What follows belongs to an exercise in optimizing a design on an open flow for small area, a short achievable clock period and few clock cycles; a production flow would make more cautious choices.
At most, simulation tests tie the RTL to the original design; equivalence was not proved.

==> run a: inputs <==
==> flow/design.v (excerpt) <==
module fhd_engine (
    input  wire         clk,
    input  wire         rst,         
    input  wire         in_valid,
    input  wire [7:0]   in_data,
    output wire         in_ready,
    output wire         busy,
    output wire [7:0]   status,
    output reg          dout_valid,
    output wire [127:0] digest
);
export LEC_CHECK = 0
export CAP_MARGIN = 20
export CORE_MARGIN = 2
export CORE_UTILIZATION = 40
export SLEW_MARGIN = 20
export SETUP_SLACK_MARGIN = 15
create_clock -name core_clock -period 22.0 [get_ports {clk}]
standard.sh (not shown) runs the stock make flow with config.mk's settings and CLKGATE_MAP_FILE= SYNTH_SCRIPT=/design/flow/synth_recipe.tcl, a recipe that flattens the netlist after the stock synthesis.
==> flow/flow/run.sh <==
#!/bin/bash
# Standard layout, with ORFS's timing repair (after CTS and after global
# routing) asked to reach a setup slack well above zero at the design's
# clock period, so that it sizes up the gates of the longest paths.
set -euo pipefail
MARGIN=15
cp config.mk config.orig.mk
echo "export SETUP_SLACK_MARGIN = ${MARGIN}" >> config.mk
bash standard.sh > standard.log 2>&1
==> run b (differences from run a) <==
--- a/flow/design.v
+++ b/flow/design.v
@@ -7,22 +7,23 @@
     output wire         busy,
     output wire [7:0]   status,
     output reg          dout_valid,
     output wire [127:0] digest
 );
     localparam [31:0] S1_INIT  = 32'h05274C6C;
     localparam [31:0] S2_INIT  = 32'h6A7769F3;
     localparam [31:0] S3_INIT  = 32'h7672239B;
-    localparam [31:0] P23_INIT = 2 * S1_INIT + 3 * S2_INIT;
+    localparam [31:0] KF = 32'h5A827999;
+    localparam [31:0] PK = KF - 32'd1;      
+    localparam [31:0] P23_INIT = 2 * S1_INIT + 3 * S2_INIT + PK;
     localparam [31:0] AA = 32'hC32F1E4B;
     localparam [31:0] BB = 32'h596807CD;
     localparam [31:0] CC = 32'hDE6F723A;
     localparam [31:0] DD = 32'hA18945BC;
-    localparam [31:0] KF = 32'h5A827999;
     localparam [31:0] KG = 32'h6ED9EBA1;
     localparam [31:0] KH = 32'hCA62C1D6;
     localparam [31:0] KI = 32'h8F1BBCDC;
     localparam [7:0] OP_INIT   = 8'h01;
     localparam [7:0] OP_UPDATE = 8'h02;
     localparam [7:0] OP_FINAL  = 8'h03;
     localparam [2:0] S_IDLE = 3'd0,
                      S_LEN  = 3'd1,
@@ -55,105 +56,109 @@
     reg         last_q;              
     reg         final_mode;
     reg [5:0]   rnd;
     reg [1:0]   ph;
     reg [2:0]   iter;
     reg         fin_q;               
     reg         lv;                  
     reg         lzin;                
-    reg         bub;                 
+    reg [31:0]  pk;                  
+    reg [4:0]   mi, mo;              
+    reg [31:0]  xwq;                 
     reg [1:0]   lp;
     assign status   = {4'b0000, cause_q, err_q, ready_q};
     assign in_ready = (state == S_IDLE) || (state == S_LEN) || (state == S_DATA);
     assign busy     = (state != S_IDLE);
     assign digest   = {s3, s2, s1, s0};
     wire accept = in_valid && in_ready;
-    reg [31:0] klp;
+    reg [31:0] kph;
     always @(*) begin
-        case (lp)
-            PH_A:    klp = AA;
-            PH_B:    klp = BB;
-            PH_C:    klp = CC;
-            default: klp = DD;
+        case (ph)
+            PH_A:    kph = AA;
+            PH_B:    kph = BB;
+            PH_C:    kph = CC;
+            default: kph = DD;
         endcase
     end
-    wire [63:0] q1   = csa(r0, r1, r2);
+    wire [63:0] q1   = csa(r1, r2, kph);
     wire [63:0] q2   = csa(q1[31:0], q1[63:32], r3);
-    wire [63:0] q3   = csa(q2[31:0], q2[63:32], klp);
-    wire [31:0] zs   = q3[31:0];             
-    wire [31:0] zc   = q3[63:32];
-    wire [31:0] sum4 = zs + zc;
-    wire [31:0] lz   = (lp == PH_A) ? (sum4 ^ r3) : sum4;
+    wire [31:0] pk_n = q2[31:0] + q2[63:32];
+    wire [31:0] xw   = xwq;                      
+    wire [31:0] sum4 = pk + xw;
+    wire [31:0] lz   = (lp == PH_A) ? (sum4 ^ xw) : sum4;
     wire pa = lv && (lp == PH_A);
     wire pb = lv && (lp == PH_B);
     wire pc = lv && (lp == PH_C);
     wire pd = lv && (lp == PH_D);
     wire [31:0] s0e = pa ? lz : s0;
     wire [31:0] s1e = pb ? lz : s1;
     wire [31:0] s2e = pc ? lz : s2;
     wire [31:0] s3e = pd ? lz : s3;
-    wire [31:0] e1 = pd ? zs : s3;
-    wire [31:0] e2 = pd ? zc : 32'd0;
     wire        fin1 = (state == S_FIN) && !fin_q;
     wire [31:0] x1 = s1 + (fin1 ? s2 : {s2[30:0], 1'b0}) + (fin1 ? s3e : {s3e[30:0], 1'b0});
-    wire [31:0] x2 = p23 + {s3e[29:0], 2'b00};
-    wire [63:0] y1 = csa({p23[30:0], 1'b0}, {e1[28:0], 3'b000}, {e2[28:0], 3'b000});
-    wire [63:0] y2 = csa(~e1, ~e2, 32'd2);
-    wire [63:0] y3 = csa(y1[31:0], y1[63:32], y2[31:0]);
-    wire [63:0] y4 = csa(y3[31:0], y3[63:32], y2[63:32]);
-    wire [31:0] x3 = y4[31:0] + y4[63:32];
-    wire [31:0] p23_n = {s1[30:0], 1'b0} + s2e + {s2e[30:0], 1'b0};
-    reg [31:0] fl, kf, early, sreg, sq;
-    reg [4:0]  m_in, m_out;
+    wire [31:0] x2 = p23 + {s3e[29:0], 2'b00} - PK;
+    wire [31:0] x3 = {p23[30:0], 1'b0} + {s3e[28:0], 3'b000} + ~s3e + (32'd1 - 2 * PK);
+    wire [31:0] p23_n = {s1[30:0], 1'b0} + s2e + {s2e[30:0], 1'b0} + PK;
+    reg [31:0] fl, early, sreg, sq;
     always @(*) begin
         case (ph)
             PH_A: begin    
                 fl = (r0 ^ r1) | (r2 ^ r3);
-                kf = KF;
                 early = p23; sreg = {s3[29:0], 2'b00}; sq = x3;
-                m_in = 5'd5; m_out = 5'd24;
             end
             PH_B: begin    
                 fl = (r3 | ~r1) | (r0 & ~r2);
-                kf = KG;
-                early = 32'd0; sreg = s0; sq = s1e;
-                m_in = 5'd19; m_out = 5'd10;
+                early = KG - 32'd1; sreg = s0; sq = s1e;
             end
             PH_C: begin    
                 fl = (r2 & ~r1) ^ (r3 & ~r0);
-                kf = KH;
-                early = 32'd0; sreg = s1; sq = s0;
-                m_in = 5'd13; m_out = 5'd11;
+                early = KH - 32'd1; sreg = s1; sq = s0;
             end
             default: begin  
                 fl = (~r1 ^ r2) | (r3 ^ ~r0);
-                kf = KI;
-                early = 32'd0; sreg = s2; sq = s2e;
-                m_in = 5'd8; m_out = 5'd3;
+                early = KI - 32'd1; sreg = s2; sq = s2e;
             end
         endcase
     end
     wire        lz_a  = lzin && (ph == PH_A);
     wire        lz_o  = lzin && (ph != PH_A);
-    wire [31:0] late1 = ({32{lz_a}} & {zs[29:0], 2'b00}) | ({32{lz_o}} & zs)
+    wire [31:0] late  = ({32{lz_a}} & {lz[29:0], 2'b00}) | ({32{lz_o}} & lz)
                       | ({32{!lzin}} & sreg);
-    wire [31:0] late2 = ({32{lz_a}} & {zc[29:0], 2'b00}) | ({32{lz_o}} & zc);
     wire [4:0]  i5    = rnd[4:0];
-    wire [31:0] roy   = rol32(r1, i5 & m_in & r0[4:0]);
-    wire [63:0] t0a   = csa(r0, ~r2, r3 & r0);                
-    wire [63:0] t0b   = csa(r1 | r2, fl, kf);
-    wire [63:0] t0c   = csa(t0a[31:0], t0a[63:32], t0b[31:0]);
-    wire [63:0] t1    = csa(t0c[31:0], t0c[63:32], t0b[63:32]);
+    wire [1:0]  ph_n  = ph + 2'd1;
+    wire [4:0]  i5_n  = (ph == PH_D) ? i5 + 5'd1 : i5;
+    reg  [4:0]  mi_n, mo_n;
+    always @(*) begin
+        case (ph_n)
+            PH_A:    begin mi_n = i5_n & 5'd5;  mo_n = i5_n & 5'd24; end
+            PH_B:    begin mi_n = i5_n & 5'd19; mo_n = i5_n & 5'd10; end
+            PH_C:    begin mi_n = i5_n & 5'd13; mo_n = i5_n & 5'd11; end
+            default: begin mi_n = i5_n & 5'd8;  mo_n = i5_n & 5'd3;  end
+        endcase
+    end
+    wire [31:0] roy   = rol32(r1, mi & r0[4:0]);
+    wire [63:0] t1    = csa(r0, r3 & r0, r1 & ~r2);
     wire [63:0] t2    = csa(t1[31:0], t1[63:32], early);
-    wire [63:0] t3    = csa(roy, late1, late2);
-    wire [63:0] t4    = csa(t2[31:0], t2[63:32], t3[31:0]);
-    wire [63:0] t5    = csa(t4[31:0], t4[63:32], t3[63:32]);
-    wire [31:0] tsum  = t5[31:0] + t5[63:32];
-    wire [31:0] xn    = rol32(tsum ^ sq, i5 & m_out);
+    wire [63:0] t3    = csa(t2[31:0], t2[63:32], fl);
+    wire [63:0] t6    = csa(t3[31:0], t3[63:32], roy);
+    wire [63:0] t7    = csa(t6[31:0], t6[63:32], late);
+    wire [31:0] tsum  = t7[31:0] + t7[63:32];
+    wire [31:0] tv    = tsum ^ sq;
+    wire [4:0]  ro    = mo;
+    wire [31:0] xn    = ({32{ro == 5'd0}}  & tv)
+                      | ({32{ro == 5'd1}}  & rol32(tv, 5'd1))
+                      | ({32{ro == 5'd2}}  & rol32(tv, 5'd2))
+                      | ({32{ro == 5'd3}}  & rol32(tv, 5'd3))
+                      | ({32{ro == 5'd8}}  & rol32(tv, 5'd8))
+                      | ({32{ro == 5'd9}}  & rol32(tv, 5'd9))
+                      | ({32{ro == 5'd10}} & rol32(tv, 5'd10))
+                      | ({32{ro == 5'd11}} & rol32(tv, 5'd11))
+                      | ({32{ro == 5'd16}} & rol32(tv, 5'd16))
+                      | ({32{ro == 5'd24}} & rol32(tv, 5'd24));
     localparam [383:0] T5 = 384'b100011010001000100011010001000100011010001000100011010001000100011010001000100011010001000100011010001000100011010001000100011010001000100011010001000100011010001000100011010001000100011010001000100011010001000100011010001000100011010001000100011010001000100011010001000100011010001000100011010001000100011010001000100011010001000100011010001000100011010001000100011010001000100011010;
     localparam [383:0] T7 = 384'b100011010001000110101100011010001000110101100011010001000110101100011010001000110101100011010001000110101100011010001000110101100011010001000110101100011010001000110101100011010001000110101100011010001000110101100011010001000110101100011010001000110101100011010001000110101100011010001000110101100011010001000110101100011010001000110101100011010001000110101100011010001000110101100011;
     wire [6:0] sn5 = r3[3:0] + r3[7:4] + r3[11:8] + r3[15:12]
                    + r3[19:16] + r3[23:20] + r3[27:24] + r3[31:28];
     wire [6:0] sn7 = r3[2:0] + r3[5:3] + r3[8:6] + r3[11:9] + r3[14:12]
                    + r3[17:15] + r3[20:18] + r3[23:21] + r3[26:24] + r3[29:27]
                    + r3[31:30];
     wire       v_w5 = &r3[31:1];
@@ -164,20 +169,19 @@
     reg [2:0] ncur;
     always @(*) begin
         case (ph)
             PH_B:    ncur = n5;
             PH_C:    ncur = n7;
             default: ncur = n8;
         endcase
     end
-    wire        do_step = (ph == PH_A) || (!bub && iter != ncur);
+    wire        do_step = (ph == PH_A) || (iter != ncur);
     wire [2:0]  iter_n  = iter + 3'd1;
-    wire        adv     = (ph == PH_A) || (bub ? (ncur == 3'd0)
-                                               : (!do_step || iter_n == ncur));
+    wire        adv     = (ph == PH_A) || !do_step || (iter_n == ncur);
     wire [15:0] bsel   = 16'd1 << byte_idx;
     wire        last_c = (byte_idx == 4'd0) ? (remaining <= 32'd16) : last_q;
     integer j;
     always @(posedge clk) begin
         dout_valid <= 1'b0;
         if (rst) begin
             state   <= S_IDLE;
             ready_q <= 1'b0;
@@ -225,16 +229,18 @@
                                     cause_q <= 2'd1;
                                 end else begin
                                     final_mode <= 1'b1;
                                     r0    <= pend[31:0];
                                     r1    <= pend[63:32];
                                     r2    <= pend[95:64];
                                     r3    <= pend[127:96];
                                     rnd   <= 6'd0;
+                                    mi    <= 5'd0;
+                                    mo    <= 5'd0;
                                     ph    <= PH_A;
                                     iter  <= 3'd0;
                                     state <= S_COMP;
                                 end
                             end
                             default: begin
                                 err_q   <= 1'b1;
                                 cause_q <= 2'd2;
@@ -268,50 +274,54 @@
                         end
                         for (j = 0; j < 16; j = j + 1)
                             if (bsel[j] && last_c) pend[8*j +: 8] <= in_data;
                         if (remaining == 32'd1) begin
                             state <= S_IDLE;
                         end else if (byte_idx == 4'd15) begin
                             final_mode <= 1'b0;
                             rnd   <= 6'd0;
+                            mi    <= 5'd0;
+                            mo    <= 5'd0;
                             ph    <= PH_A;
                             iter  <= 3'd0;
                             state <= S_COMP;
                         end
                     end
                 end
                 S_COMP: begin
                     if (ph == PH_D)
                         p23 <= p23_n;
+                    pk <= pk_n;
                     if (do_step) begin
                         lv   <= 1'b1;
                         lzin <= adv;
                         lp   <= ph;
                         if (ph == PH_A) begin
                             s1 <= x1;
                             s2 <= x2;
                             s3 <= x3;
                         end
                     end
-                    bub <= (ph == PH_A);
                     if (adv) begin
                         r0 <= r1;
                         r1 <= r2;
                         r2 <= r3;
                         r3 <= r0;
                         ph <= ph + 2'd1;
+                        mi <= mi_n;
+                        mo <= mo_n;
                         iter <= 3'd0;
                         if (ph == PH_D) begin
                             if (rnd == 6'd34)
                                 state <= final_mode ? S_FIN : S_DATA;
                             else
                                 rnd <= rnd + 6'd1;
                         end
-                    end else if (!bub) begin
+                    end else begin
                         iter <= iter_n;
                     end
                 end
                 default: begin    
                     fin_q <= !fin_q;
                     if (!fin_q) begin
                         s0 <= x1;           
                     end else begin
@@ -319,15 +329,16 @@
                         s2         <= x2;
                         s3         <= x3;
                         dout_valid <= 1'b1;
                         ready_q    <= 1'b0;
                         state      <= S_IDLE;
                     end
                 end
             endcase
-            if (state == S_COMP && !adv && do_step)
+            xwq <= xn;
+            if (state == S_COMP && !adv)
                 r0 <= xn;
             if (state == S_COMP && adv && do_step)
                 r3 <= xn;
         end
     end
 endmodule
- TNS_END_PERCENT: default -> 0
==> run c (differences from run a) <==
--- a/flow/design.v
+++ b/flow/design.v
@@ -55,17 +55,16 @@
     reg         last_q;              
     reg         final_mode;
     reg [5:0]   rnd;
     reg [1:0]   ph;
     reg [2:0]   iter;
     reg         fin_q;               
     reg         lv;                  
     reg         lzin;                
-    reg         bub;                 
     reg [1:0]   lp;
     assign status   = {4'b0000, cause_q, err_q, ready_q};
     assign in_ready = (state == S_IDLE) || (state == S_LEN) || (state == S_DATA);
     assign busy     = (state != S_IDLE);
     assign digest   = {s3, s2, s1, s0};
     wire accept = in_valid && in_ready;
     reg [31:0] klp;
     always @(*) begin
@@ -74,38 +73,30 @@
             PH_B:    klp = BB;
             PH_C:    klp = CC;
             default: klp = DD;
         endcase
     end
     wire [63:0] q1   = csa(r0, r1, r2);
     wire [63:0] q2   = csa(q1[31:0], q1[63:32], r3);
     wire [63:0] q3   = csa(q2[31:0], q2[63:32], klp);
-    wire [31:0] zs   = q3[31:0];             
-    wire [31:0] zc   = q3[63:32];
-    wire [31:0] sum4 = zs + zc;
+    wire [31:0] sum4 = q3[31:0] + q3[63:32];
     wire [31:0] lz   = (lp == PH_A) ? (sum4 ^ r3) : sum4;
     wire pa = lv && (lp == PH_A);
     wire pb = lv && (lp == PH_B);
     wire pc = lv && (lp == PH_C);
     wire pd = lv && (lp == PH_D);
     wire [31:0] s0e = pa ? lz : s0;
     wire [31:0] s1e = pb ? lz : s1;
     wire [31:0] s2e = pc ? lz : s2;
     wire [31:0] s3e = pd ? lz : s3;
-    wire [31:0] e1 = pd ? zs : s3;
-    wire [31:0] e2 = pd ? zc : 32'd0;
     wire        fin1 = (state == S_FIN) && !fin_q;
     wire [31:0] x1 = s1 + (fin1 ? s2 : {s2[30:0], 1'b0}) + (fin1 ? s3e : {s3e[30:0], 1'b0});
     wire [31:0] x2 = p23 + {s3e[29:0], 2'b00};
-    wire [63:0] y1 = csa({p23[30:0], 1'b0}, {e1[28:0], 3'b000}, {e2[28:0], 3'b000});
-    wire [63:0] y2 = csa(~e1, ~e2, 32'd2);
-    wire [63:0] y3 = csa(y1[31:0], y1[63:32], y2[31:0]);
-    wire [63:0] y4 = csa(y3[31:0], y3[63:32], y2[63:32]);
-    wire [31:0] x3 = y4[31:0] + y4[63:32];
+    wire [31:0] x3 = {p23[30:0], 1'b0} + {s3e[28:0], 3'b000} + ~s3e + 32'd1;
     wire [31:0] p23_n = {s1[30:0], 1'b0} + s2e + {s2e[30:0], 1'b0};
     reg [31:0] fl, kf, early, sreg, sq;
     reg [4:0]  m_in, m_out;
     always @(*) begin
         case (ph)
             PH_A: begin    
                 fl = (r0 ^ r1) | (r2 ^ r3);
                 kf = KF;
@@ -129,30 +120,28 @@
                 kf = KI;
                 early = 32'd0; sreg = s2; sq = s2e;
                 m_in = 5'd8; m_out = 5'd3;
             end
         endcase
     end
     wire        lz_a  = lzin && (ph == PH_A);
     wire        lz_o  = lzin && (ph != PH_A);
-    wire [31:0] late1 = ({32{lz_a}} & {zs[29:0], 2'b00}) | ({32{lz_o}} & zs)
+    wire [31:0] late  = ({32{lz_a}} & {lz[29:0], 2'b00}) | ({32{lz_o}} & lz)
                       | ({32{!lzin}} & sreg);
-    wire [31:0] late2 = ({32{lz_a}} & {zc[29:0], 2'b00}) | ({32{lz_o}} & zc);
     wire [4:0]  i5    = rnd[4:0];
     wire [31:0] roy   = rol32(r1, i5 & m_in & r0[4:0]);
-    wire [63:0] t0a   = csa(r0, ~r2, r3 & r0);                
-    wire [63:0] t0b   = csa(r1 | r2, fl, kf);
-    wire [63:0] t0c   = csa(t0a[31:0], t0a[63:32], t0b[31:0]);
-    wire [63:0] t1    = csa(t0c[31:0], t0c[63:32], t0b[63:32]);
-    wire [63:0] t2    = csa(t1[31:0], t1[63:32], early);
-    wire [63:0] t3    = csa(roy, late1, late2);
+    wire [63:0] t1    = csa(r0, ~r2, r3 & r0);                  
+    wire [63:0] t2    = csa(t1[31:0], t1[63:32], r1 | r2);
+    wire [63:0] t3    = csa(fl, kf, early);                       
     wire [63:0] t4    = csa(t2[31:0], t2[63:32], t3[31:0]);
     wire [63:0] t5    = csa(t4[31:0], t4[63:32], t3[63:32]);
-    wire [31:0] tsum  = t5[31:0] + t5[63:32];
+    wire [63:0] t6    = csa(t5[31:0], t5[63:32], roy);
+    wire [63:0] t7    = csa(t6[31:0], t6[63:32], late);
+    wire [31:0] tsum  = t7[31:0] + t7[63:32];
     wire [31:0] xn    = rol32(tsum ^ sq, i5 & m_out);
     localparam [383:0] T5 = 384'b100011010001000100011010001000100011010001000100011010001000100011010001000100011010001000100011010001000100011010001000100011010001000100011010001000100011010001000100011010001000100011010001000100011010001000100011010001000100011010001000100011010001000100011010001000100011010001000100011010001000100011010001000100011010001000100011010001000100011010001000100011010001000100011010;
     localparam [383:0] T7 = 384'b100011010001000110101100011010001000110101100011010001000110101100011010001000110101100011010001000110101100011010001000110101100011010001000110101100011010001000110101100011010001000110101100011010001000110101100011010001000110101100011010001000110101100011010001000110101100011010001000110101100011010001000110101100011010001000110101100011010001000110101100011010001000110101100011;
     wire [6:0] sn5 = r3[3:0] + r3[7:4] + r3[11:8] + r3[15:12]
                    + r3[19:16] + r3[23:20] + r3[27:24] + r3[31:28];
     wire [6:0] sn7 = r3[2:0] + r3[5:3] + r3[8:6] + r3[11:9] + r3[14:12]
                    + r3[17:15] + r3[20:18] + r3[23:21] + r3[26:24] + r3[29:27]
                    + r3[31:30];
@@ -164,20 +153,19 @@
     reg [2:0] ncur;
     always @(*) begin
         case (ph)
             PH_B:    ncur = n5;
             PH_C:    ncur = n7;
             default: ncur = n8;
         endcase
     end
-    wire        do_step = (ph == PH_A) || (!bub && iter != ncur);
+    wire        do_step = (ph == PH_A) || (iter != ncur);
     wire [2:0]  iter_n  = iter + 3'd1;
-    wire        adv     = (ph == PH_A) || (bub ? (ncur == 3'd0)
-                                               : (!do_step || iter_n == ncur));
+    wire        adv     = (ph == PH_A) || !do_step || (iter_n == ncur);
     wire [15:0] bsel   = 16'd1 << byte_idx;
     wire        last_c = (byte_idx == 4'd0) ? (remaining <= 32'd16) : last_q;
     integer j;
     always @(posedge clk) begin
         dout_valid <= 1'b0;
         if (rst) begin
             state   <= S_IDLE;
             ready_q <= 1'b0;
@@ -287,31 +275,30 @@
                         lzin <= adv;
                         lp   <= ph;
                         if (ph == PH_A) begin
                             s1 <= x1;
                             s2 <= x2;
                             s3 <= x3;
                         end
                     end
-                    bub <= (ph == PH_A);
                     if (adv) begin
                         r0 <= r1;
                         r1 <= r2;
                         r2 <= r3;
                         r3 <= r0;
                         ph <= ph + 2'd1;
                         iter <= 3'd0;
                         if (ph == PH_D) begin
                             if (rnd == 6'd34)
                                 state <= final_mode ? S_FIN : S_DATA;
                             else
                                 rnd <= rnd + 6'd1;
                         end
-                    end else if (!bub) begin
+                    end else begin
                         iter <= iter_n;
                     end
                 end
                 default: begin    
                     fin_q <= !fin_q;
                     if (!fin_q) begin
                         s0 <= x1;           
                     end else begin
@@ -319,15 +306,15 @@
                         s2         <= x2;
                         s3         <= x3;
                         dout_valid <= 1'b1;
                         ready_q    <= 1'b0;
                         state      <= S_IDLE;
                     end
                 end
             endcase
-            if (state == S_COMP && !adv && do_step)
+            if (state == S_COMP && !adv)
                 r0 <= xn;
             if (state == S_COMP && adv && do_step)
                 r3 <= xn;
         end
     end
 endmodule
==> flow/flow/run.sh (replaced) <==
#!/bin/bash
# Standard layout, with ORFS's timing repair (after CTS and after global
# routing) asked to reach a setup slack well above zero at the design's
# clock period, so that it sizes up the gates of the longest paths.
set -euo pipefail
MARGIN=13
cp config.mk config.orig.mk
echo "export SETUP_SLACK_MARGIN = ${MARGIN}" >> config.mk
bash standard.sh > standard.log 2>&1
- SETUP_SLACK_MARGIN: 15 -> 13
==> impl_metrics.py <==
metrics = {
    "finish": {
        "diodes": 1,
        "seq_area_frac": 0.2076,
    },
    "outcome": {
        "status": "no timing/DRC/antenna violations",
    },
    "clocking": {
        "post-cts-setup-buffer-count": 114,
    },
    "synth": {
        "ys_ff_latch": 478,
        "synth_compound_area_frac": 0.2212,
    },
    "place": {
        "hpwl_um": 207900,
    },
    "floorplan": {
        "initial_core_util": 0.4033,
    },
}
[end of results for run c]
==> impl_metrics.py <==
metrics = {
    "floorplan": {
        "initial_core_util": 0.4036,
    },
    "finish": {
        "diodes": 8,
    },
    "synth": {
        "ys_ff_latch": 479,
    },
    "outcome": {
        "status": "no timing/DRC/antenna violations",
    },
    "clocking": {
        "post-cts-setup-buffer-count": 393,
    },
}
[end of results for run a]
==> impl_metrics.py <==
metrics = {
    "outcome": {
        "status": "no timing/DRC/antenna violations",
    },
    "place": {
        "hpwl_um": 210200,
    },
    "clocking": {
        "post-cts-setup-buffer-count": 199,
    },
    "synth": {
        "synth_compound_area_frac": 0.2186,
    },
}
[end of results for run b]
Testbench counts of run c, summed over its fixed seeds: cycles 244,057.
The RTL of run a and run b was laid out without a check of its function.

## what the ideal ports hide
In the flow no input, the clock included, has a driving cell. The finished layouts below were timed again as built, in two steps.
Step 1: set_driving_cell puts a clkbuf_16 on clk and a buf_2 on each other input, an assumption about the parent block.
Step 2 times the ports against the registers' clock, not the clock port: input delays grow and output delays shrink by t, the midpoint of the rising clock arrivals with the driver on.
Slacks: no drivers / after step 1 / after step 2; pairs: no drivers / after step 1.
| run | t, ns | slack for setup (ns) | clock arrival spread, ns | worst register clock-pin slew, ns |
|---|---|---|---|---|
| run a | 0.797 | 13.264 / 13.264 / 13.264 | 0.069 / 0.069 | 0.08 / 0.08 |
| run b | 0.796 | 14.603 / 14.603 / 14.258 | 0.067 / 0.066 | 0.07 / 0.07 |
| run c | 0.762 | 12.981 / 12.981 / 12.981 | 0.034 / 0.034 | 0.07 / 0.07 |
After both steps every run listed still meets setup and hold. For run b, which loses most, drivers alone change the setup slack by 0.000 ns; drivers and shift together by -0.345 ns.
